This is an optimization exercise on Yosys and OpenROAD, whose aim is small area, a short achievable clock period and few clock cycles, not a production implementation. The RTL was checked by simulation tests, not by an equivalence proof against the original design. Power figures rest on the tool's default switching activity, not on a simulated workload.

===== flow/config.mk =====
export PLATFORM = sky130hd
export DESIGN_NAME = sic_engine
export DESIGN_NICKNAME = sic_engine
export VERILOG_FILES = /design/flow/design.v
export SDC_FILE = /design/flow/constraint.sdc
export NUM_CORES = 4
export LEC_CHECK = 0
export CAP_MARGIN = 20
export CORE_MARGIN = 2
export CORE_UTILIZATION = 65
export SLEW_MARGIN = 20
export TNS_END_PERCENT = 0

===== flow/design.v =====
module sic_engine (
    input  wire         clk,
    input  wire         rst,
    input  wire         cmd_valid,
    output wire         cmd_ready,
    input  wire [31:0]  cmd_word,
    input  wire [63:0]  cmd_opnd,
    input  wire [127:0] cmd_iv,
    input  wire [7:0]   cmd_iv_len,
    input  wire [63:0]  cmd_in_len,
    input  wire [63:0]  cmd_out_cap,
    output reg          done,
    output reg  [63:0]  result,
    output reg  [2:0]   err,
    input  wire         in_valid,
    output wire         in_ready,
    input  wire [7:0]   in_data,
    output wire         out_valid,
    input  wire         out_ready,
    output wire [7:0]   out_data,
    output wire         bc_req_valid,
    input  wire         bc_req_ready,
    output reg  [1:0]   bc_req_op,
    output wire [127:0] bc_req_block,
    input  wire         bc_rsp_valid,
    input  wire         bc_rsp_err,
    input  wire [127:0] bc_rsp_data
);
    localparam [1:0] BC_PROCESS = 2'd0, BC_RESET = 2'd1, BC_INIT = 2'd2;
    localparam [2:0] E_OK = 3'd0, E_CONFIG = 3'd1, E_LENGTH = 3'd2,
                     E_COLLAB = 3'd3, E_ILLEGAL = 3'd4;
    localparam [3:0] OP_RESET = 4'h0, OP_INIT = 4'h1, OP_XBYTE = 4'h2,
                     OP_XBLOCK = 4'h3, OP_XRANGE = 4'h4, OP_SKIP = 4'h5,
                     OP_SEEK = 4'h6, OP_GETPOS = 4'h7;
    localparam [2:0] SU_INC  = 3'd0,    
                     SU_SKIP = 3'd1,    
                     SU_SEEK = 3'd2,    
                     SU_LDIV = 3'd3,    
                     SU_GPOS = 3'd4;    
    reg         s_idle, s_rst, s_xbyte, s_xfer, s_skip, s_seek, s_gpos;
    reg [127:0] iv;
    reg [127:0] ctr;
    reg [103:0] ks_lo;        
    reg [23:0]  ks_t0;        
    reg [23:0]  ks_t1;        
    reg         sel;          
    reg [3:0]   cur;
    reg [63:0]  opq;          
    reg [63:0]  rem;          
    reg         req_v;        
    reg         req_out;      
    reg         r_k;          
    reg         r_fin;        
    reg         q_rst_ok;     
    reg         q_su_done;    
    reg         q_proc;       
    reg         su_busy;
    reg [3:0]   su_h;         
    reg         su_c;
    reg         f_inc, f_skip, f_seek, f_gpos;    
    reg         f_aiv;        
    reg         f_spec;       
    reg         spec_ok;      
    reg         xok;          
    reg         xb_imm;       
    reg         inc_pend;     
    reg         cop_pend;     
    reg [2:0]   cop;
    reg         avail;        
    reg         ctr_ok;       
    reg         reqd;         
    reg         nready;       
    reg         perr;         
    reg         in_rdy;
    reg         ov;           
    reg         full;         
    reg [7:0]   ob0, ob1;
    assign cmd_ready    = s_idle;
    assign in_ready     = in_rdy & xok;
    assign out_valid    = ov;
    assign out_data     = ob0;
    assign bc_req_valid = req_v;
    assign bc_req_block = ctr;
    wire [3:0] op    = cmd_word[3:0];
    wire       k_bit = cmd_word[4];
    wire       v_bit = cmd_word[5];
    reg illegal;
    always @(*) begin
        if (cmd_word[3] || (|cmd_word[31:16]) || (|cmd_word[7:6]))
            illegal = 1'b1;
        else if (op == OP_INIT)
            illegal = |cmd_word[15:8];
        else if (op == OP_XBYTE)
            illegal = |cmd_word[5:4];
        else
            illegal = (|cmd_word[5:4]) || (|cmd_word[15:8]);
    end
    wire acc      = cmd_valid & s_idle;
    wire acc_ok   = acc & ~illegal;
    wire is_reset = (op == OP_RESET);
    wire is_init  = (op == OP_INIT);
    wire is_xbyte = (op == OP_XBYTE);
    wire is_xblk  = (op == OP_XBLOCK);
    wire is_xrng  = (op == OP_XRANGE);
    wire is_skip  = (op == OP_SKIP);
    wire is_seek  = (op == OP_SEEK);
    wire is_gpos  = (op == OP_GETPOS);
    wire init_bad = ~v_bit | (cmd_iv_len != 8'd16);
    wire xblk_bad = ~(|cmd_in_len[63:4]) | ~(|cmd_out_cap[63:4]);
    wire [63:0] lt_a0 = ~cmd_in_len & cmd_opnd;
    wire [63:0] eq_a0 = ~(cmd_in_len ^ cmd_opnd);
    wire [63:0] lt_b0 = ~cmd_out_cap & cmd_opnd;
    wire [63:0] eq_b0 = ~(cmd_out_cap ^ cmd_opnd);
    wire [63:0] lt_a [0:6];
    wire [63:0] eq_a [0:6];
    wire [63:0] lt_b [0:6];
    wire [63:0] eq_b [0:6];
    assign lt_a[0] = lt_a0;
    assign eq_a[0] = eq_a0;
    assign lt_b[0] = lt_b0;
    assign eq_b[0] = eq_b0;
    genvar cl, ci;
    generate
        for (cl = 0; cl < 6; cl = cl + 1) begin : cmp_l
            for (ci = 0; ci < (64 >> (cl + 1)); ci = ci + 1) begin : cmp_i
                assign lt_a[cl+1][ci] = lt_a[cl][2*ci+1] | (eq_a[cl][2*ci+1] & lt_a[cl][2*ci]);
                assign eq_a[cl+1][ci] = eq_a[cl][2*ci+1] & eq_a[cl][2*ci];
                assign lt_b[cl+1][ci] = lt_b[cl][2*ci+1] | (eq_b[cl][2*ci+1] & lt_b[cl][2*ci]);
                assign eq_b[cl+1][ci] = eq_b[cl][2*ci+1] & eq_b[cl][2*ci];
            end
            for (ci = (64 >> (cl + 1)); ci < 64; ci = ci + 1) begin : cmp_z
                assign lt_a[cl+1][ci] = 1'b0;
                assign eq_a[cl+1][ci] = 1'b0;
                assign lt_b[cl+1][ci] = 1'b0;
                assign eq_b[cl+1][ci] = 1'b0;
            end
        end
    endgenerate
    wire xrng_bad = lt_a[6][0] | lt_b[6][0];
    wire xrng_0   = ~(|cmd_opnd);
    wire cur0     = (cur == 4'd0);
    wire [4:0] dd      = 5'd16 - {1'b0, cur};
    wire       acc_rch = is_xblk | (|cmd_opnd[63:5]) | (cmd_opnd[4:0] >= dd);
    wire go_xfer  = acc_ok & ((is_xblk & ~xblk_bad) | (is_xrng & ~xrng_bad));
    wire go_rst   = acc_ok & (is_reset | (is_init & ~init_bad));
    wire [127:0] ks_cur = {ks_lo, sel ? ks_t1 : ks_t0};
    wire [7:0]   kbyte  = ks_cur[127 - 8*cur -: 8];
    wire [31:0] ctr_ch = ({32{su_h[0]}} & ctr[31:0])  | ({32{su_h[1]}} & ctr[63:32]) |
                         ({32{su_h[2]}} & ctr[95:64]) | ({32{su_h[3]}} & ctr[127:96]);
    wire [31:0] iv_ch  = ({32{su_h[0]}} & iv[31:0])  | ({32{su_h[1]}} & iv[63:32]) |
                         ({32{su_h[2]}} & iv[95:64]) | ({32{su_h[3]}} & iv[127:96]);
    wire        su_sgn = f_skip & opq[63];
    wire        f_opb  = f_skip | f_seek;
    wire [31:0] su_ob  = ({32{su_h[0]}} & opq[35:4]) |
                         ({32{su_h[1]}} & {{4{su_sgn}}, opq[63:36]}) |
                         ({32{su_h[2] | su_h[3]}} & {32{su_sgn}});
    wire [31:0] su_a = f_aiv ? iv_ch : ctr_ch;
    wire [31:0] su_b = ({32{f_gpos}} & ~iv_ch) | ({32{f_opb}} & su_ob);
    wire [4:0]  c4   = {1'b0, opq[3:0]} + {1'b0, cur};
    wire [31:0] pp = su_a ^ su_b;
    wire [31:0] gg = su_a & su_b;
    wire [31:0] pg_g [0:5];
    wire [31:0] pg_p [0:5];
    assign pg_g[0] = {gg[31:1], gg[0] | (pp[0] & su_c)};
    assign pg_p[0] = pp;
    genvar gl, gi;
    generate
        for (gl = 0; gl < 5; gl = gl + 1) begin : pfx_l
            for (gi = 0; gi < 32; gi = gi + 1) begin : pfx_i
                if ((gi >> gl) & 1) begin : cmb
                    assign pg_g[gl+1][gi] = pg_g[gl][gi] | (pg_p[gl][gi] & pg_g[gl][((gi >> gl) << gl) - 1]);
                    assign pg_p[gl+1][gi] = pg_p[gl][gi] & pg_p[gl][((gi >> gl) << gl) - 1];
                end else begin : pas
                    assign pg_g[gl+1][gi] = pg_g[gl][gi];
                    assign pg_p[gl+1][gi] = pg_p[gl][gi];
                end
            end
        end
    endgenerate
    wire [32:0] su_sum = {pg_g[5][31], pp ^ {pg_g[5][30:0], su_c}};
    wire        su_drop = f_spec & ~spec_ok;
    wire        su_last = su_h[3] | su_drop |
                          (f_inc  & (~su_c | ~(&ctr_ch))) |
                          (f_gpos & su_h[1]) |
                          (f_skip & su_h[2] & (su_c == su_sgn));
    wire        su_fin  = su_busy & su_last;
    wire take   = in_rdy & xok & in_valid;
    wire give   = ov & out_ready;
    wire wrap   = take & (cur == 4'd15);
    wire rsp    = bc_rsp_valid & req_out;
    wire rsp_ok = rsp & ~bc_rsp_err;
    wire rsp_bd = rsp & bc_rsp_err;
    wire [7:0] nb = kbyte ^ in_data;
    wire rem0    = ~(|rem);
    wire rem1    = (rem == 64'd1);
    wire remnz_n = ~rem0 & ~(take & rem1);
    wire remhi   = |rem[63:5];
    wire reach   = remhi | (rem[4:0] >= dd);
    wire need    = remhi | (rem[4:0] > dd);
    wire [3:0] cur_n = take ? cur + 4'd1 : cur;
    wire x_new   = wrap & (nready | (rsp_ok & avail));        
    wire x_fill  = s_xfer & rsp_ok & ~avail;                   
    wire avail_n = wrap ? x_new : (avail | rsp_ok);
    wire perr_n  = perr | rsp_bd;
    wire ov_n    = take | (ov & ~(give & ~full));
    wire full_n  = (ov & ~full & take & ~give) | (full & ~give);
    wire trig    = s_xfer & xok & avail & ~ctr_ok & reach & ~perr;   
    wire x_req   = s_xfer & xok & ctr_ok & ~reqd & ~su_busy & ~inc_pend & ~req_v & ~req_out & ~perr_n &
                   ((avail_n & (cur_n >= 4'd13) & need) | (~avail_n & remnz_n));
    wire x_done  = s_xfer & xok & ~ov_n & (~remnz_n | (perr_n & ~avail_n));
    wire x_res   = s_xfer & xok & ~perr & (rem0 | (rem1 & avail));
    wire acc_inc  = acc & (is_xblk | is_xrng) & ~cur0;
    wire acc_keep = go_xfer & acc_rch;
    wire xb_inc   = s_xbyte & xb_imm & (cur == 4'd15);
    wire inc_keep = trig | xb_inc | (acc_inc & acc_keep);
    wire inc_now  = trig | xb_inc | acc_inc;
    wire inc_any  = inc_pend | inc_now;
    wire su_free  = ~su_busy & ~(req_v & (bc_req_op == BC_PROCESS));
    wire start_inc = inc_any & su_free;
    wire cop_now  = acc_ok & (is_skip | is_seek | is_gpos | is_reset | (is_init & ~init_bad));
    wire [2:0] cop_sel = cop_now ? (is_skip ? SU_SKIP : is_seek ? SU_SEEK : is_gpos ? SU_GPOS : SU_LDIV) : cop;
    wire start_cop = (cop_pend | cop_now) & su_free & ~inc_any;
    wire cop_pend_n = (cop_pend | cop_now) & ~start_cop;
    wire [4:0] sk_sum_a = {1'b0, cmd_opnd[3:0]} + {1'b0, cur};
    wire [4:0] sk_sum_q = {1'b0, opq[3:0]} + {1'b0, cur};
    wire       sk_c4    = cop_now ? (is_skip & sk_sum_a[4]) : ((cop == SU_SKIP) & sk_sum_q[4]);
    wire ctr_free = ~su_busy & ~inc_pend;
    wire x_end   = s_xfer & (~xok | x_done);
    wire xb_end  = s_xbyte & (xb_imm | rsp);
    wire sk_end  = s_skip & rsp;
    wire sq_end  = s_seek & (rsp_bd | (rsp_ok & q_proc));
    wire rs_end  = s_rst & (rsp_bd | (((rsp_ok & ~r_k) | r_fin) & ~cop_pend));
    wire gp_end  = s_gpos & su_fin & f_gpos;
    wire cmd_end = x_end | xb_end | sk_end | sq_end | rs_end | gp_end;
    wire acc_fin = acc & (illegal | (is_init & init_bad));    
    wire sq_req  = s_seek & (q_rst_ok | (rsp_ok & ~q_proc)) & (q_su_done | (su_fin & f_seek)) & ~q_proc;
    wire xb_req  = s_xbyte & ~xb_imm & ~req_v & ~req_out & ctr_free & ~rsp;
    always @(posedge clk) begin
        if (rst) begin
            s_idle    <= 1'b1;
            s_rst     <= 1'b0;
            s_xbyte   <= 1'b0;
            s_xfer    <= 1'b0;
            s_skip    <= 1'b0;
            s_seek    <= 1'b0;
            s_gpos    <= 1'b0;
            done      <= 1'b0;
            req_v     <= 1'b0;
            req_out   <= 1'b0;
            su_busy   <= 1'b0;
            inc_pend  <= 1'b0;
            cop_pend  <= 1'b0;
            in_rdy    <= 1'b0;
            ov        <= 1'b0;
            full      <= 1'b0;
            sel       <= 1'b0;
            bc_req_op <= BC_PROCESS;
        end else begin
            done <= acc_fin | cmd_end;
            if (req_v & bc_req_ready) begin
                req_v   <= 1'b0;
                req_out <= 1'b1;
            end
            if (rsp)
                req_out <= 1'b0;
            if (acc & ~illegal & (is_reset | (is_init & ~init_bad))) begin
                req_v     <= 1'b1;
                bc_req_op <= (is_init & k_bit) ? BC_INIT : BC_RESET;
            end
            if (acc & ~illegal & is_seek) begin
                req_v     <= 1'b1;
                bc_req_op <= BC_RESET;
            end
            if (acc & ~illegal & is_xbyte & cur0 & ctr_free) begin
                req_v     <= 1'b1;
                bc_req_op <= BC_PROCESS;
            end
            if (s_rst & rsp_ok & r_k) begin
                req_v     <= 1'b1;
                bc_req_op <= BC_RESET;
            end
            if (xb_req | (s_skip & su_fin & f_skip) | sq_req | x_req) begin
                req_v     <= 1'b1;
                bc_req_op <= BC_PROCESS;
            end
            if (start_inc | start_cop)
                su_busy <= 1'b1;
            else if (su_fin)
                su_busy <= 1'b0;
            inc_pend <= (inc_pend | inc_keep) & ~start_inc;
            cop_pend <= cop_pend_n & ~(s_rst & rsp_bd) & ~(s_seek & rsp_bd);
            if (acc & ~acc_fin) begin
                s_idle  <= 1'b0;
                s_rst   <= is_reset | is_init;
                s_xbyte <= is_xbyte;
                s_xfer  <= is_xblk | is_xrng;
                s_skip  <= is_skip;
                s_seek  <= is_seek;
                s_gpos  <= is_gpos;
            end
            if (cmd_end) begin
                s_idle  <= 1'b1;
                s_rst   <= 1'b0;
                s_xbyte <= 1'b0;
                s_xfer  <= 1'b0;
                s_skip  <= 1'b0;
                s_seek  <= 1'b0;
                s_gpos  <= 1'b0;
            end
            if ((rsp_ok & ((s_xbyte & ~xb_imm) | s_skip | (s_seek & q_proc))) | x_new | x_fill)
                sel <= ~sel;
            if (acc & ~illegal & (is_xblk | is_xrng))
                in_rdy <= ~cur0 & ~(is_xrng & xrng_0);
            if (s_xfer) begin
                ov     <= ov_n;
                full   <= full_n;
                in_rdy <= avail_n & remnz_n & ~full_n & ~x_end;
            end
        end
    end
    always @(posedge clk) begin
        if (start_inc | start_cop) begin
            f_inc  <= start_inc;
            f_skip <= ~start_inc & (cop_sel == SU_SKIP);
            f_seek <= ~start_inc & (cop_sel == SU_SEEK);
            f_gpos <= ~start_inc & (cop_sel == SU_GPOS);
            f_aiv  <= ~start_inc & ((cop_sel == SU_SEEK) | (cop_sel == SU_LDIV));
            f_spec <= start_inc & acc_inc & ~inc_pend;
            su_h   <= 4'b0001;
        end else if (su_busy & ~su_last) begin
            su_h   <= {su_h[2:0], 1'b0};
        end
        if (start_inc)
            su_c <= 1'b1;
        else if (start_cop)
            su_c <= (cop_sel == SU_GPOS) | sk_c4;
        else if (su_busy)
            su_c <= su_sum[32];
        if (acc)
            spec_ok <= acc_keep;
        if (cop_now)
            cop <= cop_sel;
        if (su_busy & ~su_drop) begin
            if (f_gpos) begin
                if (su_h[0]) result[35:0]  <= {su_sum[31:0], cur};
                if (su_h[1]) result[63:36] <= su_sum[27:0];
            end else begin
                if (su_h[0]) ctr[31:0]   <= su_sum[31:0];
                if (su_h[1]) ctr[63:32]  <= su_sum[31:0];
                if (su_h[2]) ctr[95:64]  <= su_sum[31:0];
                if (su_h[3]) ctr[127:96] <= su_sum[31:0];
            end
            if (su_h[0] & f_skip) cur <= c4[3:0];
            if (su_h[0] & f_seek) cur <= opq[3:0];
        end
        if (acc) begin
            opq <= is_xblk ? 64'd16 : cmd_opnd;
            rem <= is_xblk ? 64'd16 : cmd_opnd;
            if (is_xbyte) opq[7:0] <= cmd_word[15:8];
            if (illegal)
                err <= E_ILLEGAL;
            else if (is_init & init_bad)
                err <= E_CONFIG;
            if (~illegal & (is_reset | (is_init & ~init_bad))) begin
                if (is_init) iv <= cmd_iv;
                cur   <= 4'd0;
                r_k   <= is_init & k_bit;
                r_fin <= 1'b0;
            end
            xb_imm <= ~cur0;
            avail     <= ~cur0;
            xok       <= ~(is_xblk ? xblk_bad : xrng_bad);
            ctr_ok    <= cur0 | acc_rch;
            reqd      <= 1'b0;
            nready    <= 1'b0;
            perr      <= 1'b0;
            q_rst_ok  <= 1'b0;
            q_su_done <= 1'b0;
            q_proc    <= 1'b0;
        end
        if (s_rst & rsp_bd)
            err <= E_COLLAB;
        if (s_rst & rsp_ok & r_k)
            r_k <= 1'b0;
        if (s_rst & rsp_ok & ~r_k)
            r_fin <= 1'b1;
        if (rs_end & ~rsp_bd)
            err <= E_OK;
        if (s_xbyte & xb_imm) begin
            result <= {56'd0, kbyte ^ opq[7:0]};
            cur    <= cur + 4'd1;
            err    <= E_OK;
        end
        if (s_xbyte & ~xb_imm & rsp_bd)
            err <= E_COLLAB;
        if (s_xbyte & ~xb_imm & rsp_ok) begin
            result <= {56'd0, bc_rsp_data[127:120] ^ opq[7:0]};
            cur    <= 4'd1;
            err    <= E_OK;
        end
        if (s_skip & rsp_bd)
            err <= E_COLLAB;
        if (s_skip & rsp_ok) begin
            result <= opq;
            err    <= E_OK;
        end
        if (s_seek) begin
            if (su_fin & f_seek)
                q_su_done <= 1'b1;
            if (rsp_ok & ~q_proc)
                q_rst_ok <= 1'b1;
            if (sq_req)
                q_proc <= 1'b1;
            if (rsp_bd)
                err <= E_COLLAB;
            if (rsp_ok & q_proc) begin
                result <= opq;
                err    <= E_OK;
            end
        end
        if (gp_end)
            err <= E_OK;
        if (rsp_ok & ((s_xbyte & ~xb_imm) | s_skip | (s_seek & q_proc) | s_xfer)) begin
            ks_lo <= bc_rsp_data[127:24];
            if (sel) ks_t0 <= bc_rsp_data[23:0];
            else     ks_t1 <= bc_rsp_data[23:0];
        end
        if (s_xfer) begin
            if (take) begin
                cur <= cur + 4'd1;
                rem <= rem - 64'd1;
                if (~ov | (give & ~full)) ob0 <= nb;
                else                      ob1 <= nb;
            end else if (give & full) begin
                ob0 <= ob1;
            end
            avail <= avail_n;
            perr  <= perr_n;
            if (x_new | x_fill) begin
                ctr_ok <= 1'b0;
                reqd   <= 1'b0;
                nready <= 1'b0;
            end else begin
                if (rsp_ok & avail & ~wrap) nready <= 1'b1;
                if (trig)  ctr_ok <= 1'b1;
                if (x_req) reqd   <= 1'b1;
            end
            if (x_res)
                result <= opq;
            if (~xok)
                err <= E_LENGTH;
            else if (x_done)
                err <= perr_n ? E_COLLAB : E_OK;
        end
    end
endmodule

===== flow/constraint.sdc =====
create_clock -name core_clock -period 10.0 [get_ports {clk}]
set_input_delay 2.0000 -clock core_clock [delete_from_list [all_inputs] [get_ports {clk}]]
set_output_delay 2.0000 -clock core_clock [all_outputs]
set_load 0.01 [all_outputs]

===== flow/flow/run.sh =====
#!/bin/bash
# Own layout flow: the standard layout (standard.sh, standard synthesis
# unchanged), with a tighter setup-repair target for the resizer and the
# smallest buffer cell on the ports.  make's full output goes to
# standard_flow.log; each ORFS step keeps its own log under orfs/logs.
set -euo pipefail
cd "$(dirname "$0")/.."
bash standard.sh SETUP_SLACK_MARGIN=6.3 \
    'BUFFER_PORTS_ARGS=-buffer_cell sky130_fd_sc_hd__buf_1' \
    finish > standard_flow.log 2>&1

===== flow/standard.sh =====
#!/bin/bash
# synth_recipe.tcl (not shown) runs the flow's synth.tcl, then flattens the netlist and writes it again
# the make line also repeats each setting of config.mk as NAME=value (left out here)
make -C /OpenROAD-flow-scripts/flow DESIGN_CONFIG=/design/flow/config.mk WORK_HOME=/design/flow/orfs CLKGATE_MAP_FILE= SYNTH_SCRIPT=/design/flow/synth_recipe.tcl "${@:-finish}"

==> qor.yml, run 1 <==
status: "finished clean"
cp_max_fo: 15
routed_wl_um: 142000
placementRows: 83
start_kind: "register"
io_pins: 714
n_fill_cell: 2910
cp_data_arrival_time_ns: 4.96
first_global_vias: 30700
wl_met1_um: 43800
ctsHoldBuffers: 0
antenna_found_initial: 25
seqCellArea_um2: 18400
maxUsedRoutingLayer: "met5"
synth_fp_nets: 3783
critPathKind: "reg2reg"
drive_above_1_share: 0.113
critPathRequiredTime_ns: 10.49
routed-wl-met3_um: 23000
grt_first_pass_wirelength_um: 190000
antenna_left: 0
dieArea_um2: 54200
totalNegativeSetupSlack_ns: 0
endpoint_kind: "register"
synthTopCellsByArea: "edfxtp_1, dfxtp_1, ha_1"
synth.yosys.seq_area_share: 0.542
fin_skew_ns: 0.0517
cts_tree: "done"
numCtsBuffers: 68
slew_viol_final: 0
ir_worst_vdd_v: 0.000267
hold_viol_final: 0
min_path_type: "reg2reg"
grt_max_degree: 97
period_minus_slack_ns: 4.47
yosys.area.top_type: "edfxtp_1"
final_area_um2: 41500
place_area_um2: 37300
p_per_area_nw_per_um2: 175
vias_per_cell: 7.23
cap_violations: 0
first_iter_violations: 5992
vias: 33100
portBuffers: 713
path_clk_slew_ns: 0.07
syn_to_final_growth_pct: 22.1
place.gp.congestion: 1.05
final_common_cell: "buf_1"
cts_buffer_depth: 3
layout_common_cells: "buf_1, edfxtp_1, nand2_1, a21oi_1, inv_1"
cts_root_buffer: "clkbuf_16"
clkLatencyLatePin_ns: 0.66
synth-edff-count: 502
yosysWarnings: 1
clock_sinks: 669
firstDrtPassIters: 13
syn-cell-area_um2: 34000
power.leakage_nw: 15.1
core_area_um2: 51500
tightest_slew_ns: 1.14
rsz0062_at_grt: "true"
setup_viol_count_final: 0
wl_per_cell_um: 30.9
synth_ff_type: "edfxtp_1"
final_util: 0.806
yosysUniqueCellTypes: 91
wl_met2_um: 60600
grt_usage: 0.479
postSynthCellCount: 3094
drc: 0
dp_slack_ns: 3.85
htreeDepth: 3
die_w_um: 233
fp.dieH_um: 233
max_freq_ghz: 0.224
final_nets: 4513
synth-seq-cells: 669
start_util: 0.660
relSlewSlack: 0.235
period_share: 0.447
synth_top_area_share: 0.443
fin_ws_ns: 5.53
place_hpwl_um: 90700
multi_input_area_um2: 15400
grt-ovfl-total: 0
async_flop_share: 0
syn_area_per_cell_um2: 11.0
## power breakdown
part           switching, mW  internal (mW)  total [mW]
registers             0.0967           3.13        3.22
logic                  0.945          0.547        1.49
clock network           1.14           1.41        2.56
## worst paths after layout
kind	from	end	slack (ns)	cells past startpoint
hold / removal	r_fin	r_fin	0.46	2
setup reg to reg	su_h[0]	su_c	5.53	15
setup / recovery	su_h[0]	su_c	5.53	15
hold reg to reg	r_fin	r_fin	0.46	2
## sequential cells by signal, summed over array words and instances (netlist names), 24 cells and up
signal  count
rem        64
iv        128
ctr       128
opq        64
ks_t0      24
ks_t1      24
ks_lo     104
result     64
## area by class of cell
type / count / area share
diodes: 20 / 0.00121
clock inverters: 36 / 0.00727
well taps: 680 / 0.0205
repair buffers: 808 / 0.0928
flip-flops and latches: 669 / 0.444
inverters: 192 / 0.0176
clock buffers: 86 / 0.0450
multi-input cells: 2085 / 0.371
## timing repair
item / 4_1_cts / 5_1_grt
gates cloned: 8 / 4
endpoints found under the setup margin: 523 / 517
buffers inserted: 20 / 31
gates resized for setup: 145 / 100
pin swaps: 11 / 33
## worst max-delay path: stages (launching register included)
cell	delay [ns]
dfxtp_4	0.41
buf_12	0.15
clkbuf_16	0.19
a22o_1	0.28
a221oi_4	0.63
nand2_1	0.15
o21ai_0	0.14
ha_1	0.35
a21o_1	0.24
a21oi_2	0.29
o21ai_0	0.18
a21o_1	0.25
a21oi_1	0.33
o21ai_4	0.15
a2111oi_4	0.45
o22ai_1	0.13
## logic make-up (layout without fill, tap and decap cells)
kind of cell | Yosys count | count (layout) | synth area share
xor+xnor | 37 | 37 | 0.00953
fa+ha+maj | 185 | 185 | 0.0696
simple gates | 945 | 949 | 0.137
buf+inv | 344 | 1122 | 0.0387
mux | 77 | 77 | 0.0375
other cells | 0 | 20 | 0
flops | 669 | 669 | 0.542
compound gates | 837 | 837 | 0.166
## through the flow
stage	hold slack, ns	total power, mW	std cells
4_1_cts	0.463	6.98	4519
3_5_place_dp	0.450	4.47	4369
3_3_place_gp	0.437	4.42	4368
6_report	0.463	7.27	4576
5_1_grt	0.499	7.39	4565
2_1_floorplan	0.420	3.98	3094
## layer usage
metal / vias to the layer above / global-route usage
met2: 3412 / 0.736
met5: - / 0
li1: 13300 / -
met4: 20 / 0.335
met1: 15400 / 0.566
met3: 980 / 0.166
## synthesized netlist by cell type, drive strengths merged (14+ instances only)
cell / number
edfxtp: 502
nand2: 320
a21oi: 198
inv: 191
o21ai: 183
ha: 178
nor2: 174
dfxtp: 167
clkbuf: 119
a22oi: 96
nor4: 89
and2: 70
nand3: 69
a221oi: 62
nor3: 58
nand4: 51
mux4: 40
a21o: 36
mux2i: 35
a22o: 33
buf: 33
a221o: 30
o211ai: 28
a211oi: 25
o31ai: 23
and3: 22
xnor2: 22
or4: 16
or3: 15
xor2: 15
a31oi: 14
nor2b: 14
o311ai: 14
Testbench counts, summed over its fixed seeds: cycles 76,932.
==> run 2: changes to the inputs <==
--- a/flow/flow/run.sh
+++ b/flow/flow/run.sh
@@ -5,6 +5,6 @@
 # standard_flow.log; each ORFS step keeps its own log under orfs/logs.
 set -euo pipefail
 cd "$(dirname "$0")/.."
-bash standard.sh SETUP_SLACK_MARGIN=6.3 \
+bash standard.sh SETUP_SLACK_MARGIN=6.6 \
     'BUFFER_PORTS_ARGS=-buffer_cell sky130_fd_sc_hd__buf_1' \
     finish > standard_flow.log 2>&1
--- a/flow/config.mk
+++ b/flow/config.mk
@@ -8,5 +8,7 @@
 export CAP_MARGIN = 20
 export CORE_MARGIN = 2
 export CORE_UTILIZATION = 65
+export CTS_CLUSTER_DIAMETER = 80
+export CTS_CLUSTER_SIZE = 22
 export SLEW_MARGIN = 20
 export TNS_END_PERCENT = 0
==> qor.yml, run 2 <==
cap_violations: 1
grt_most_used_layer: "met2"
synth_ff_type: "edfxtp_1"
p_per_area_nw_per_um2: 159
r2r_start: "su_h[1]"
wl_per_cell_um: 32.0
synth-seq-cells: 669
numCtsBuffers: 38
yosysMostFrequentCell: "edfxtp_1"
cp_slowest_cell: "a22oi_1"
r2r.worst_path.cells: 10
cts_root_buffer: "clkbuf_16"
critPathKind: "reg2reg"
antenna_left: 0
crit_chain: "buf_4 -> bufbuf_16 -> a22oi_1 -> a22oi_1 -> nand4_1 -> nor4_4 -> a21oi_1 -> a31oi_1 -> or4b_1 -> a21o_1"
syn-cell-area_um2: 34000
clkLatencyLatePin_ns: 0.67
top_regs: "ctr (128), iv (128), ks_lo (104)"
cpLargestDelayFamily: "compound AO/OA/AOI/OAI gates"
grt_usage: 0.490
layout_common_cells: "buf_1, edfxtp_1, nand2_1, a21oi_1, inv_1"
io_pins: 714
vias: 33400
synth_fp_nets: 3783
core_area_um2: 51500
final_nets: 4521
grt-ovfl-total: 0
cp_max_fo: 15
power.leakage_nw: 15.0
htreeDepth: 2
max_freq_ghz: 0.197
start_kind: "register"
hold_viol_final: 0
grt_util_met3: 0.163
start_util: 0.660
holdPathEnd: "rem[8]"
dieArea_um2: 54200
rsz0062_at_grt: "true"
firstDrtPassIters: 21
min_path_type: "reg2reg"
yosys.area.top_type: "edfxtp_1"
yosysWarnings: 1
period_minus_slack_ns: 5.08
synth-edff-count: 502
slew_viol_final: 3
grt_util_met2: 0.749
synth_common_cells: "edfxtp_1, nand2_1, a21oi_1"
grt_max_degree: 97
synthTopCellsByArea: "edfxtp_1, dfxtp_1, ha_1"
place_area_um2: 37300
syn_area_per_cell_um2: 11.0
portBuffers: 713
whs_path_depth: 2
synth.yosys.seq_area_share: 0.542
cts_tree: "done"
period_share: 0.508
path_clk_slew_ns: 0.09
status: "finished with violations"
endpoint_kind: "register"
timing.rr.end: "s_idle"
final_area_um2: 41400
placementRows: 83
cts_buffer_depth: 3
syn_to_final_growth_pct: 21.8
vias_per_cell: 7.34
async_flop_share: 0
place_hpwl_um: 90700
fin_skew_ns: 0.0667
so.violations: "max-capacitance violations, max-slew violations"
final_common_cell: "buf_1"
crit_start: "su_h[1]"
rrSetupSlack_ns: 4.92
critPathMaxStageDelay_ns: 0.93
met1_usage: 0.588
timing.critical_path.buf_inv: 2
antenna_found_initial: 24
die_w_um: 233
yosysUniqueCellTypes: 91
min_from: "rem[8]"
routed_wl_um: 146000
setup_viol_count_final: 0
critPathRequiredTime_ns: 10.52
fp.dieH_um: 233
relSlewSlack: -0.256
first_iter_violations: 6681
worst_path_most_repeated_cell: "a22oi_1"
ctsHoldBuffers: 0
drive_above_1_share: 0.124
cp_data_arrival_time_ns: 5.60
postSynthCellCount: 3094
first_global_vias: 31100
tightest_slew_ns: 1.88
clock_sinks: 669
totalNegativeSetupSlack_ns: 0
drc: 0
ir_worst_vdd_v: 0.000158
synth_top_area_share: 0.443
place.gp.congestion: 1.05
grt_first_pass_wirelength_um: 195000
## run 2: layout make-up
class / count / area [um2]
well taps: 680 / 851
multi-input cells: 2085 / 15800
flip-flops and latches: 669 / 18400
diodes: 13 / 32.5
inverters: 192 / 729
clock buffers: 62 / 1060
clock inverters: 8 / 121
repair buffers: 846 / 4450
fillers: 2919 / 10100
## run 2: kinds of logic after synthesis
logic type,Yosys count,synth area share
adder cells (fa/ha/maj),185,0.0696
AND/OR/NAND/NOR,945,0.137
buffers and inverters,344,0.0387
AO/OA/AOI/OAI,837,0.166
multiplexers,77,0.0375
XOR/XNOR,37,0.00953
flip-flops,669,0.542
## run 2: worst max-delay path by stage
stage / endpoint / slack, ns / cells past startpoint
global placement: iv[117] / 4.08 / 9
floorplan: iv[0] / 4.20 / 8
detailed placement: iv[21] / 3.85 / 9
global route: s_idle / 5.16 / 10
CTS: ctr[117] / 6.25 / 15
finish: s_idle / 4.92 / 10
## run 2: stage by stage
stage | util | hold slack (ns) | instances | power, mW | setup slack, ns
6_report | 0.804 | 0.472 | 4555 | 6.60 | 4.92
2_1_floorplan | - | 0.420 | 3094 | 3.98 | 4.20
4_1_cts | 0.793 | 0.467 | 4516 | 6.28 | 6.25
5_1_grt | 0.804 | 0.505 | 4547 | 6.70 | 5.16
3_5_place_dp | 0.724 | 0.450 | 4369 | 4.47 | 3.85
3_3_place_gp | 0.723 | 0.437 | 4368 | 4.42 | 4.08
## run 2: what timing repair did
action	CTS	global route
pin swaps	54	32
gates resized for setup	294	50
gates cloned	16	1
setup buffers	61	25
setup endpoints to repair	624	566
## run 2: metal layers
metal / vias up / wire length [um]
met2: 3560 / 61700
met4: 20 / 14900
li1: 13300 / -
met1: 15400 / 44100
met3: 1123 / 24700
met5: - / 203
## run 2: report_power, final
group / switching [mW] / internal, mW
sequential: 0.0989 / 3.12
clock: 1.00 / 0.783
combinational: 0.996 / 0.597
## run 2: tightest hold or removal path: cells and delay by family, from the launching register on
| kind | cells | cell delay [ns] |
|---|---|---|
| AOI/OAI and AO/OA | 1 | 0.07 |
| DFF | 1 | 0.31 |
| and+or+nand+nor | 1 | 0.04 |
==> run 3: changes to the inputs <==
--- a/flow/flow/run.sh
+++ b/flow/flow/run.sh
@@ -5,6 +5,6 @@
 # standard_flow.log; each ORFS step keeps its own log under orfs/logs.
 set -euo pipefail
 cd "$(dirname "$0")/.."
-bash standard.sh SETUP_SLACK_MARGIN=6.6 \
+bash standard.sh SETUP_SLACK_MARGIN=6.2 \
     'BUFFER_PORTS_ARGS=-buffer_cell sky130_fd_sc_hd__buf_1' \
     finish > standard_flow.log 2>&1
--- a/flow/config.mk
+++ b/flow/config.mk
@@ -7,8 +7,6 @@
 export LEC_CHECK = 0
 export CAP_MARGIN = 20
 export CORE_MARGIN = 2
-export CORE_UTILIZATION = 65
-export CTS_CLUSTER_DIAMETER = 80
-export CTS_CLUSTER_SIZE = 22
+export CORE_UTILIZATION = 60
 export SLEW_MARGIN = 20
 export TNS_END_PERCENT = 0
==> qor.yml, run 3 <==
cp_max_fo: 32
grt_usage: 0.433
final_util: 0.738
htreeDepth: 3
grt_first_pass_wirelength_um: 189000
core_area_um2: 56200
numCtsBuffers: 70
critPathKind: "reg2reg"
vias: 31900
power.leakage_nw: 15.1
final_common_cell: "buf_1"
placementRows: 87
synth-seq-cells: 669
period_minus_slack_ns: 4.89
path_clk_slew_ns: 0.06
start_kind: "register"
first_iter_violations: 4914
synth_ff_type: "edfxtp_1"
async_flop_share: 0
synth_common_cells: "edfxtp_1, nand2_1, a21oi_1"
yosysUniqueCellTypes: 91
hold_viol_final: 0
place.gp.congestion: 1.06
synth_top_area_share: 0.443
crit_chain: "bufbuf_16 -> a22o_1 -> a221oi_1 -> nand2_1 -> o21ai_0 -> ha_1 -> o21ai_0 -> o211ai_1 -> and2_1 -> a211oi_2 -> o21bai_2 -> xor2_2 -> a221o_1"
ctsHoldBuffers: 0
cp_slowest_cell: "a221oi_1"
routed_wl_um: 139000
io_pins: 714
synth_fp_nets: 3783
critPathRequiredTime_ns: 10.51
dieArea_um2: 58600
rrSetupSlack_ns: 5.11
timing.critical_path.buf_inv: 1
syn-cell-area_um2: 34000
setup_viol_count_final: 0
layout_common_cells: "buf_1, edfxtp_1, nand2_1, a21oi_1, inv_1"
max_freq_ghz: 0.204
ir_worst_vdd_v: 0.000177
grt-ovfl-total: 0
slew_viol_final: 2
cp_data_arrival_time_ns: 5.41
firstDrtPassIters: 10
start_util: 0.605
status: "finished with violations"
tightest_slew_ns: 1.56
drc: 0
final_nets: 4498
worst_path_most_repeated_cell: "o21ai_0"
vias_per_cell: 6.88
syn_to_final_growth_pct: 22.0
min_path_type: "reg2reg"
p_per_area_nw_per_um2: 178
cts_tree: "done"
cts_buffer_depth: 3
endpoint_kind: "register"
fin_skew_ns: 0.0407
relSlewSlack: -0.0367
syn_area_per_cell_um2: 11.0
cap_violations: 0
rsz0062_at_grt: "true"
yosysMostFrequentCell: "edfxtp_1"
dp.cells: 4441
critPathMaxStageDelay_ns: 1.19
postSynthCellCount: 3094
die_w_um: 242
antenna_left: 1
antenna_found_initial: 22
yosysWarnings: 1
portBuffers: 713
clkLatencyLatePin_ns: 0.65
synthTopCellsByArea: "edfxtp_1, dfxtp_1, ha_1"
first_global_vias: 29800
fin_hold_ws_ns: 0.466
so.violations: "antenna violations"
place_hpwl_um: 92200
period_share: 0.489
wl_per_cell_um: 30.0
synth-edff-count: 502
cpLargestDelayFamily: "compound AO/OA/AOI/OAI gates"
yosys.area.top_type: "edfxtp_1"
cts_root_buffer: "clkbuf_16"
clock_sinks: 669
totalNegativeSetupSlack_ns: 0
synth.yosys.seq_area_share: 0.542
layout.cells.non_filler: 4641
top_regs: "ctr (128), iv (128), ks_lo (104)"
grt_max_degree: 97
drive_above_1_share: 0.106
fp.dieH_um: 242
==> run 3: where the power goes <==
part | internal (mW) | total [mW] | switching (mW)
logic | 0.521 | 1.42 | 0.897
clock network | 1.54 | 2.72 | 1.19
registers | 3.13 | 3.22 | 0.0955
total | 5.19 | 7.37 | 2.18
==> run 3: metrics by stage <==
stage               worst slack [ns]  power [mW]  area, um2
floorplan                       4.20        3.98      34100
global placement                3.90        4.43      37300
detailed placement              3.69        4.48      37300
CTS                             6.06        7.20      41000
global route                    5.31        7.54      41400
finish                          5.11        7.37      41500
==> run 3: final timing paths <==
kind,start,to,cells past startpoint
worst min-delay path,r_fin,r_fin,2
worst max-delay path,su_h[1],result[30],13
worst max register to register,su_h[1],result[30],13
worst min register to register,r_fin,r_fin,2
==> run 3: worst min-delay path, cell delays in order, from the launching register on <==
cell	delay (ns)
dfxtp_1	0.33
nand2_1	0.05
o21ai_0	0.06
==> run 3: area by class of cell <==
| cell class | count | area, um2 |
|---|---|---|
| sequential | 669 | 18400 |
| inverter | 192 | 727 |
| multi-input combinational | 2083 | 15200 |
| antenna | 19 | 47.5 |
| timing repair buffer | 793 | 3670 |
| tap | 756 | 946 |
| clock inverter | 36 | 399 |
| fill | 3787 | 14700 |
| clock buffer | 93 | 2000 |
==> run 3: cell families (layout without fill, tap and decap cells) <==
group,count (synthesis),in the layout,synth area share
AO/OA/AOI/OAI,837,837,0.166
AND/OR/NAND/NOR,945,947,0.137
flip-flops,669,669,0.542
multiplexers,77,77,0.0375
other,0,19,0
XOR/XNOR,37,37,0.00953
adder cells (fa/ha/maj),185,185,0.0696
buffers and inverters,344,1114,0.0387
==> run 3: per-layer routing <==
layer,global-route usage,vias to the layer above,wire [um]
met5,0,-,121
met4,0.265,18,12000
met3,0.119,747,19300
met2,0.692,2766,62100
met1,0.526,15100,45900
li1,-,13300,-
==> run 3: what timing repair did <==
action / 4_1_cts / 5_1_grt
setup endpoints to repair: 527 / 340
pin swaps: 18 / 15
resized for setup: 168 / 38
gates cloned: 7 / 2
buffers inserted: 25 / 18
==> run 4: changes to the inputs <==
--- a/flow/config.mk
+++ b/flow/config.mk
@@ -7,6 +7,6 @@
 export LEC_CHECK = 0
 export CAP_MARGIN = 20
 export CORE_MARGIN = 2
-export CORE_UTILIZATION = 60
+export CORE_UTILIZATION = 55
 export SLEW_MARGIN = 20
 export TNS_END_PERCENT = 0
==> qor.yml, run 4 <==
status: "finished clean"
grt_util_met3: 0.0819
power.leakage_nw: 15.3
drc: 0
met1_usage: 0.485
timing.rr.end: "result[34]"
fp.dieH_um: 253
grt_most_used_layer: "met2"
critPathRequiredTime_ns: 10.44
whs_path_depth: 2
wl_per_cell_um: 26.9
antenna_left: 0
yosys.area.top_type: "edfxtp_1"
io_pins: 714
postSynthCellCount: 3094
rrSetupSlack_ns: 6.08
synth_fp_nets: 3783
synth_ff_type: "edfxtp_1"
worst_path_most_repeated_cell: "a21o_1"
start_kind: "input pin"
fin_hold_ws_ns: 0.476
async_flop_share: 0
grt_first_pass_wirelength_um: 179000
first_iter_violations: 3562
final_common_cell: "buf_1"
final_util: 0.684
critPathMaxStageDelay_ns: 0.33
place_hpwl_um: 92500
grt_usage: 0.378
yosysUniqueCellTypes: 91
die_w_um: 253
cp_data_arrival_time_ns: 4.39
cts_tree: "done"
syn_area_per_cell_um2: 11.0
syn-cell-area_um2: 34000
cp_slowest_cell: "ha_1"
crit_chain: "buf_1 -> ha_1 -> a21o_1 -> a21o_1 -> a21oi_1 -> o31ai_1 -> o31a_1 -> a2111oi_4 -> a41oi_4 -> nor3_2"
syn_to_final_growth_pct: 23.4
r2r.worst_path.cells: 11
place.gp.congestion: 1.01
hold_viol_final: 0
clkLatencyLatePin_ns: 0.61
vias: 30100
timing.critical_path.buf_inv: 1
endpoint_kind: "register"
yosysMostFrequentCell: "edfxtp_1"
synth_top_area_share: 0.443
grt_util_met2: 0.606
top_regs: "ctr (128), iv (128), ks_lo (104)"
totalNegativeSetupSlack_ns: 0
numCtsBuffers: 70
min_path_type: "reg2reg"
antenna_found_initial: 15
vias_per_cell: 6.43
cts_buffer_depth: 3
max_freq_ghz: 0.253
cts_root_buffer: "clkbuf_16"
placementRows: 91
dieArea_um2: 63800
core_area_um2: 61400
period_share: 0.395
cap_violations: 0
relSlewSlack: 0.317
yosysWarnings: 1
min_from: "reqd"
fin_skew_ns: 0.0273
htreeDepth: 3
first_global_vias: 28600
period_minus_slack_ns: 3.95
setup_viol_count_final: 0
ctsHoldBuffers: 0
synth-edff-count: 502
path_clk_slew_ns: 0.06
synthTopCellsByArea: "edfxtp_1, dfxtp_1, ha_1"
routed_wl_um: 126000
cpLargestDelayFamily: "compound AO/OA/AOI/OAI gates"
final_nets: 4519
holdPathEnd: "reqd"
grt-ovfl-total: 0
r2r_start: "su_h[3]"
start_util: 0.554
ir_worst_vdd_v: 0.000158
synth_common_cells: "edfxtp_1, nand2_1, a21oi_1"
cp_max_fo: 4
critPathKind: "in2reg"
grt_max_degree: 83
power_mw: 7.34
tightest_slew_ns: 1.02
slew_viol_final: 0
synth-seq-cells: 669
clock_sinks: 669
p_per_area_nw_per_um2: 175
portBuffers: 713
rsz0062_at_grt: "true"
n_fill_cell: 4647
firstDrtPassIters: 6
layout_common_cells: "buf_1, edfxtp_1, nand2_1, a21oi_1, inv_1"
drive_above_1_share: 0.123
synth.yosys.seq_area_share: 0.542
==> run 4: per-layer routing <==
layer | wire length (um) | part of all wire | up-vias
met1 | 47000 | 0.37 | 14500
met2 | 58700 | 0.47 | 1860
met5 | 40 | 0.00032 | -
met3 | 12900 | 0.10 | 357
met4 | 7380 | 0.059 | 6
li1 | - | - | 13300
==> run 4: final cells by class <==
type | instances | area (um2) | area share
antenna | 8 | 20.0 | 0.000477
tap | 790 | 988 | 0.0235
multi-input combinational | 2083 | 15500 | 0.368
timing repair buffer | 814 | 3970 | 0.0946
inverter | 192 | 727 | 0.0173
clock inverter | 42 | 539 | 0.0128
sequential | 669 | 18400 | 0.439
clock buffer | 83 | 1840 | 0.0439
==> run 4: cell families after synthesis <==
logic type | synth area share
simple gates | 0.137
compound gates | 0.166
flops | 0.542
buf+inv | 0.0387
fa+ha+maj | 0.0696
mux | 0.0375
xor+xnor | 0.00953
==> run 4: where the power goes <==
group	total, mW	internal, mW	switching [mW]
registers	3.23	3.13	0.100
logic	1.38	0.535	0.844
clock network	2.73	1.63	1.10
==> run 4: worst max-delay path by stage <==
stage	from	endpoint	slack, ns	cells after the start
floorplan	cmd_word[1]	iv[0]	4.20	8
global placement	cmd_word[1]	iv[21]	4.04	10
detailed placement	cmd_word[1]	iv[21]	3.81	10
CTS	cmd_opnd[34]	spec_ok	6.06	10
global route	su_h[1]	result[30]	5.97	16
finish	cmd_opnd[37]	spec_ok	6.05	10
==> run 4: per-stage QoR <==
stage | worst slack, ns | instances | instance area (um2)
floorplan | 4.20 | 3094 | 34100
global placement | 4.04 | 4479 | 37400
detailed placement | 3.81 | 4479 | 37400
CTS | 6.06 | 4632 | 40900
global route | 5.97 | 4678 | 42000
finish | 6.05 | 4681 | 42000
==> run 4: timing repair <==
action / 4_1_cts / 5_1_grt
buffers inserted: 20 / 36
pin swaps: 11 / 38
endpoints found under the setup margin: 507 / 473
gates resized for setup: 171 / 124
gates cloned: 8 / 5
==> run 4: tightest hold or removal path, delay by kind of cell (launching register included) <==
family | cells | cell delay, ns
AO/OA/AOI/OAI | 1 | 0.06
flip-flops | 1 | 0.32
AND/OR/NAND/NOR | 1 | 0.05
==> run 5: changes to the inputs <==
--- a/flow/flow/run.sh
+++ b/flow/flow/run.sh
@@ -5,6 +5,6 @@
 # standard_flow.log; each ORFS step keeps its own log under orfs/logs.
 set -euo pipefail
 cd "$(dirname "$0")/.."
-bash standard.sh SETUP_SLACK_MARGIN=6.2 \
+bash standard.sh SETUP_SLACK_MARGIN=6.4 \
     'BUFFER_PORTS_ARGS=-buffer_cell sky130_fd_sc_hd__buf_1' \
     finish > standard_flow.log 2>&1
==> qor.yml, run 5 <==
clock_sinks: 669
grt_max_degree: 83
htreeDepth: 3
portBuffers: 713
fp.dieH_um: 253
dieArea_um2: 63800
totalNegativeSetupSlack_ns: 0
ir_worst_vdd_v: 0.000158
final_nets: 4528
hold_viol_final: 0
cap_violations: 0
maxUsedRoutingLayer: "met5"
synthTopCellsByArea: "edfxtp_1, dfxtp_1, ha_1"
power_mw: 7.36
wl_met1_um: 47300
final_common_cell: "buf_1"
path_clk_slew_ns: 0.06
period_minus_slack_ns: 3.91
async_flop_share: 0
rsz0062_at_grt: "true"
cts_buffer_depth: 3
max_freq_ghz: 0.256
synth_common_cells: "edfxtp_1, nand2_1, a21oi_1"
synth_fp_nets: 3783
clkLatencyLatePin_ns: 0.61
period_share: 0.391
syn_area_per_cell_um2: 11.0
die_w_um: 253
top_regs: "ctr (128), iv (128), ks_lo (104)"
wl_met2_um: 59200
critPathRequiredTime_ns: 10.49
numCtsBuffers: 70
wl_per_cell_um: 27.1
slew_viol_final: 0
p_per_area_nw_per_um2: 174
yosysMostFrequentCell: "edfxtp_1"
vias: 30200
drc: 0
r2r_start: "su_h[0]"
dp.cells: 4479
final_area_um2: 42200
syn_to_final_growth_pct: 24.0
synth_top_area_share: 0.443
syn-cell-area_um2: 34000
crit_end: "result[35]"
antenna_left: 0
yosysUniqueCellTypes: 91
rrSetupSlack_ns: 6.09
drive_above_1_share: 0.126
first_iter_violations: 3389
layout.cells.non_filler: 4690
grt_usage: 0.387
start_util: 0.554
io_pins: 714
yosys.area.top_type: "edfxtp_1"
fin_hold_ws_ns: 0.477
placementRows: 91
firstDrtPassIters: 7
place_hpwl_um: 92500
grt-ovfl-total: 0
synth-seq-cells: 669
start_kind: "register"
place.gp.congestion: 1.01
antenna_found_initial: 17
fin_skew_ns: 0.0288
crit_start: "su_h[0]"
setup_viol_count_final: 0
timing.rr.end: "result[35]"
postSynthCellCount: 3094
place_area_um2: 37400
synth_ff_type: "edfxtp_1"
r2r.worst_path.cells: 16
yosysWarnings: 1
critPathKind: "reg2reg"
cp_max_fo: 19
cts_root_buffer: "clkbuf_16"
synth-edff-count: 502
tightest_slew_ns: 1.02
power.leakage_nw: 15.5
synth.yosys.seq_area_share: 0.542
min_path_type: "reg2reg"
first_global_vias: 28900
vias_per_cell: 6.45
routed-wl-met3_um: 13000
layout_common_cells: "buf_1, edfxtp_1, nand2_1, a21oi_1, inv_1"
status: "finished clean"
cts_tree: "done"
cp_data_arrival_time_ns: 4.40
grt_first_pass_wirelength_um: 183000
routed_wl_um: 127000
relSlewSlack: 0.323
endpoint_kind: "register"
core_area_um2: 61400
## run 5: kinds of logic (layout without fill, tap and decap cells)
| logic type | after synthesis | after routing | share of synthesized area |
|---|---|---|---|
| flops | 669 | 669 | 0.542 |
| xor+xnor | 37 | 37 | 0.00953 |
| other cells | 0 | 8 | 0 |
| compound gates | 837 | 837 | 0.166 |
| fa+ha+maj | 185 | 185 | 0.0696 |
| mux | 77 | 77 | 0.0375 |
| simple gates | 945 | 947 | 0.137 |
| buf+inv | 344 | 1140 | 0.0387 |
## run 5: layout make-up
cell class              count  area, um2
multi-input cells        2083      15400
clock inverters            42        539
clock buffers              83       1840
inverters                 192        727
repair buffers            823       4170
flip-flops and latches    669      18400
fillers                  4610      19200
diodes                      8       20.0
well taps                 790        988
## run 5: per-layer routing
layer | vias up | GRT usage
met5 | - | 0
met1 | 14600 | 0.495
met2 | 1865 | 0.622
met4 | 10 | 0.197
li1 | 13400 | -
met3 | 367 | 0.0834
## run 5: through the flow
stage / setup slack (ns) / utilization
floorplan: 4.20 / -
global placement: 4.04 / 0.609
detailed placement: 3.81 / 0.609
CTS: 6.22 / 0.680
global route: 6.02 / 0.687
finish: 6.09 / 0.687
## run 5: repair_timing
| item | in CTS | in global routing |
|---|---|---|
| endpoints found under the setup margin | 527 | 502 |
| pin swaps | 31 | 18 |
| gates resized for setup | 252 | 60 |
| gates cloned | 13 | 1 |
| hold buffers | 0 | 0 |
| buffers inserted | 50 | 14 |
## run 5: worst min-delay path by stage
| stage | startpoint | endpoint | slack (ns) | cells past startpoint |
|---|---|---|---|---|
| after floorplan | r_fin | r_fin | 0.42 | 2 |
| final | opq[48] | result[48] | 0.48 | 2 |
| after CTS | opq[8] | result[8] | 0.47 | 2 |
| after detailed placement | opq[8] | result[8] | 0.45 | 2 |
| after global placement | r_fin | r_fin | 0.44 | 2 |
| after global routing | reqd | reqd | 0.49 | 2 |
## run 5: critical path: stages, from the launching register on
cell and delay, ns:
dfxtp_4 0.43, buf_4 0.16, buf_16 0.19, a221oi_2 0.09, nor2_1 0.26, a21oi_2 0.07, fa_2 0.37, fa_2 0.41
nor2b_4 0.13, o31a_1 0.27, o21ai_4 0.13, o21ai_4 0.29, buf_6 0.15, nand3_2 0.09, and3_1 0.18, or3_4 0.40
a21o_1 0.18
## run 5: where the power goes
part           internal [mW]  switching (mW)
combinational          0.543           0.848
sequential              3.13           0.100
clock                   1.63            1.10
total                   5.31            2.05
==> run 6: changes to the inputs <==
--- a/flow/flow/run.sh
+++ b/flow/flow/run.sh
@@ -5,6 +5,6 @@
 # standard_flow.log; each ORFS step keeps its own log under orfs/logs.
 set -euo pipefail
 cd "$(dirname "$0")/.."
-bash standard.sh SETUP_SLACK_MARGIN=6.4 \
+bash standard.sh SETUP_SLACK_MARGIN=6.6 \
     'BUFFER_PORTS_ARGS=-buffer_cell sky130_fd_sc_hd__buf_1' \
     finish > standard_flow.log 2>&1
==> qor.yml, run 6 <==
status: "finished clean"
crit_start: "su_h[0]"
start_kind: "register"
fin_hold_ws_ns: 0.477
layout.cells.non_filler: 4690
switching_share: 0.279
p_per_area_nw_per_um2: 174
firstDrtPassIters: 7
clkLatencyLatePin_ns: 0.61
cp_max_fo: 19
crit_end: "result[35]"
cp_slowest_cell: "dfxtp_4"
grt-ovfl-total: 0
crit_chain: "buf_4 -> buf_16 -> a221oi_2 -> nor2_1 -> a21oi_2 -> fa_2 -> fa_2 -> nor2b_4 -> o31a_1 -> o21ai_4 -> o21ai_4 -> buf_6 -> nand3_2 -> and3_1 -> or3_4 -> a21o_1"
r2r.worst_path.cells: 16
first_iter_violations: 3389
fin_skew_ns: 0.0288
routed_wl_um: 127000
slew_viol_final: 0
postSynthCellCount: 3094
critPathMaxStageDelay_ns: 0.43
min_from: "opq[48]"
clock_sinks: 669
critPathKind: "reg2reg"
cts_root_buffer: "clkbuf_16"
tightest_slew_ns: 1.02
htreeDepth: 3
final_common_cell: "buf_1"
timing.rr.end: "result[35]"
yosysMostFrequentCell: "edfxtp_1"
syn-cell-area_um2: 34000
place.gp.congestion: 1.01
wl_per_cell_um: 27.1
drive_above_1_share: 0.126
synth_common_cells: "edfxtp_1, nand2_1, a21oi_1"
final_util: 0.687
die_w_um: 253
antenna_found_initial: 17
placementRows: 91
p_sw_mw: 2.05
endpoint_kind: "register"
yosysWarnings: 1
vias_per_cell: 6.45
synth-edff-count: 502
async_flop_share: 0
synth-seq-cells: 669
grt_max_degree: 83
power_frac_seq: 0.439
io_pins: 714
synth_ff_type: "edfxtp_1"
critPathRequiredTime_ns: 10.49
grt_first_pass_wirelength_um: 183000
portBuffers: 713
period_minus_slack_ns: 3.91
clkPwrFrac: 0.372
grt_usage: 0.387
totalNegativeSetupSlack_ns: 0
top_regs: "ctr (128), iv (128), ks_lo (104)"
cts_tree: "done"
min_path_type: "reg2reg"
synth_top_area_share: 0.443
place_hpwl_um: 92500
path_clk_slew_ns: 0.06
rrSetupSlack_ns: 6.09
period_share: 0.391
dp.cells: 4479
max_freq_ghz: 0.256
syn_area_per_cell_um2: 11.0
synth.yosys.seq_area_share: 0.542
antenna_left: 0
syn_to_final_growth_pct: 24.0
r2r_start: "su_h[0]"
drc: 0
core_area_um2: 61400
ir_worst_vdd_v: 0.000158
relSlewSlack: 0.323
p_comb_frac: 0.189
fp.dieH_um: 253
layout_common_cells: "buf_1, edfxtp_1, nand2_1, a21oi_1, inv_1"
setup_viol_count_final: 0
power.leakage_nw: 15.5
cts_buffer_depth: 3
p_int_mw: 5.31
cap_violations: 0
final_nets: 4528
dieArea_um2: 63800
cp_data_arrival_time_ns: 4.40
yosysUniqueCellTypes: 91
synthTopCellsByArea: "edfxtp_1, dfxtp_1, ha_1"
hold_viol_final: 0
first_global_vias: 28900
numCtsBuffers: 70
start_util: 0.554
rsz0062_at_grt: "true"
vias: 30200
yosys.area.top_type: "edfxtp_1"
synth_fp_nets: 3783
## run 6: logic make-up after synthesis
| kind of cell | Yosys count | share of synthesized area |
|---|---|---|
| AO/OA/AOI/OAI | 837 | 0.166 |
| AND/OR/NAND/NOR | 945 | 0.137 |
| XOR/XNOR | 37 | 0.00953 |
| multiplexers | 77 | 0.0375 |
| flip-flops | 669 | 0.542 |
| buffers and inverters | 344 | 0.0387 |
| adder cells (fa/ha/maj) | 185 | 0.0696 |
## run 6: worst min-delay path by stage
stage	end	slack (ns)	cells after the start
after floorplan	r_fin	0.42	2
after global placement	r_fin	0.44	2
after detailed placement	result[8]	0.45	2
after CTS	result[8]	0.47	2
after global routing	reqd	0.49	2
final	result[48]	0.48	2
## run 6: power by group through the flow
stage               combinational, mW  clock, mW  sequential [mW]
global placement                 1.17          0             3.28
global route                     1.48       2.84             3.23
detailed placement               1.20          0             3.29
floorplan                       0.724          0             3.26
CTS                              1.32       2.74             3.22
finish                           1.39       2.73             3.23
## run 6: layout make-up
cell class	instances	area [um2]
well taps	790	988
clock inverters	42	539
diodes	8	20.0
repair buffers	823	4170
flip-flops and latches	669	18400
clock buffers	83	1840
fillers	4610	19200
multi-input cells	2083	15400
inverters	192	727
## run 6: worst max-delay path: cells and delay by family (launching register included)
kind / cells / cell delay (ns)
simple gates: 5 / 1.06
buf+inv: 3 / 0.50
flops: 1 / 0.43
fa+ha+maj: 2 / 0.78
compound gates: 6 / 1.03
## run 6: what timing repair did
action | 4_1_cts | 5_1_grt
endpoints found under the setup margin | 558 | 541
gates cloned | 13 | 1
hold endpoints to repair | 0 | 0
pin swaps | 31 | 18
setup buffers | 50 | 14
hold buffers | 0 | 0
resized for setup | 252 | 60
## run 6: stage by stage
stage / setup slack [ns] / cell area (um2) / power [mW]
3_5_place_dp: 3.81 / 37400 / 4.49
5_1_grt: 6.02 / 42100 / 7.56
2_1_floorplan: 4.20 / 34100 / 3.98
4_1_cts: 6.22 / 41700 / 7.29
6_report: 6.09 / 42200 / 7.36
3_3_place_gp: 4.04 / 37400 / 4.45
## run 6: per-layer routing
layer,track usage,vias to the layer above,share of wire
met5,0,-,0.00054
met4,0.197,10,0.059
met3,0.0834,367,0.10
met2,0.622,1865,0.47
met1,0.495,14600,0.37
li1,-,13400,-

-- what the ideal ports hide --
Ports are ideal in the flow. The routed layouts listed here were re-timed in OpenROAD. Step 1, drivers: a clkbuf_16 drives clk and a buf_2 each remaining input, both assumed. Step 2, shift: input delay + t, output delay - t, t = (earliest + latest rising clock arrival at the registers) / 2. This alone moves slack from input paths to output paths. a / b / c = ideal / step 1 / step 2; a / b = the first two.
| run | shift t [ns] | setup slack, ns | hold slack, ns | worst slew at a driven data input, ns | pins driven straight from the clock port |
|---|---|---|---|---|---|
| run 1 | 0.685 | 5.533 / 5.533 / 5.245 | 0.463 / 0.463 / 0.463 | 0.16 | 1 |
| run 2 | 0.692 | 4.921 / 4.921 / 4.921 | 0.472 / 0.472 / 0.472 | 0.15 | 1 |
| run 3 | 0.696 | 5.107 / 5.107 / 5.107 | 0.466 / 0.466 / 0.466 | 0.12 | 1 |
| run 4 | 0.667 | 6.053 / 6.079 / 5.421 | 0.476 / 0.476 / 0.476 | 0.12 | 1 |
| run 5 | 0.665 | 6.095 / 6.095 / 5.456 | 0.477 / 0.477 / 0.477 | 0.13 | 1 |
| run 6 | 0.665 | 6.095 / 6.095 / 5.456 | 0.477 / 0.477 / 0.477 | 0.13 | 1 |
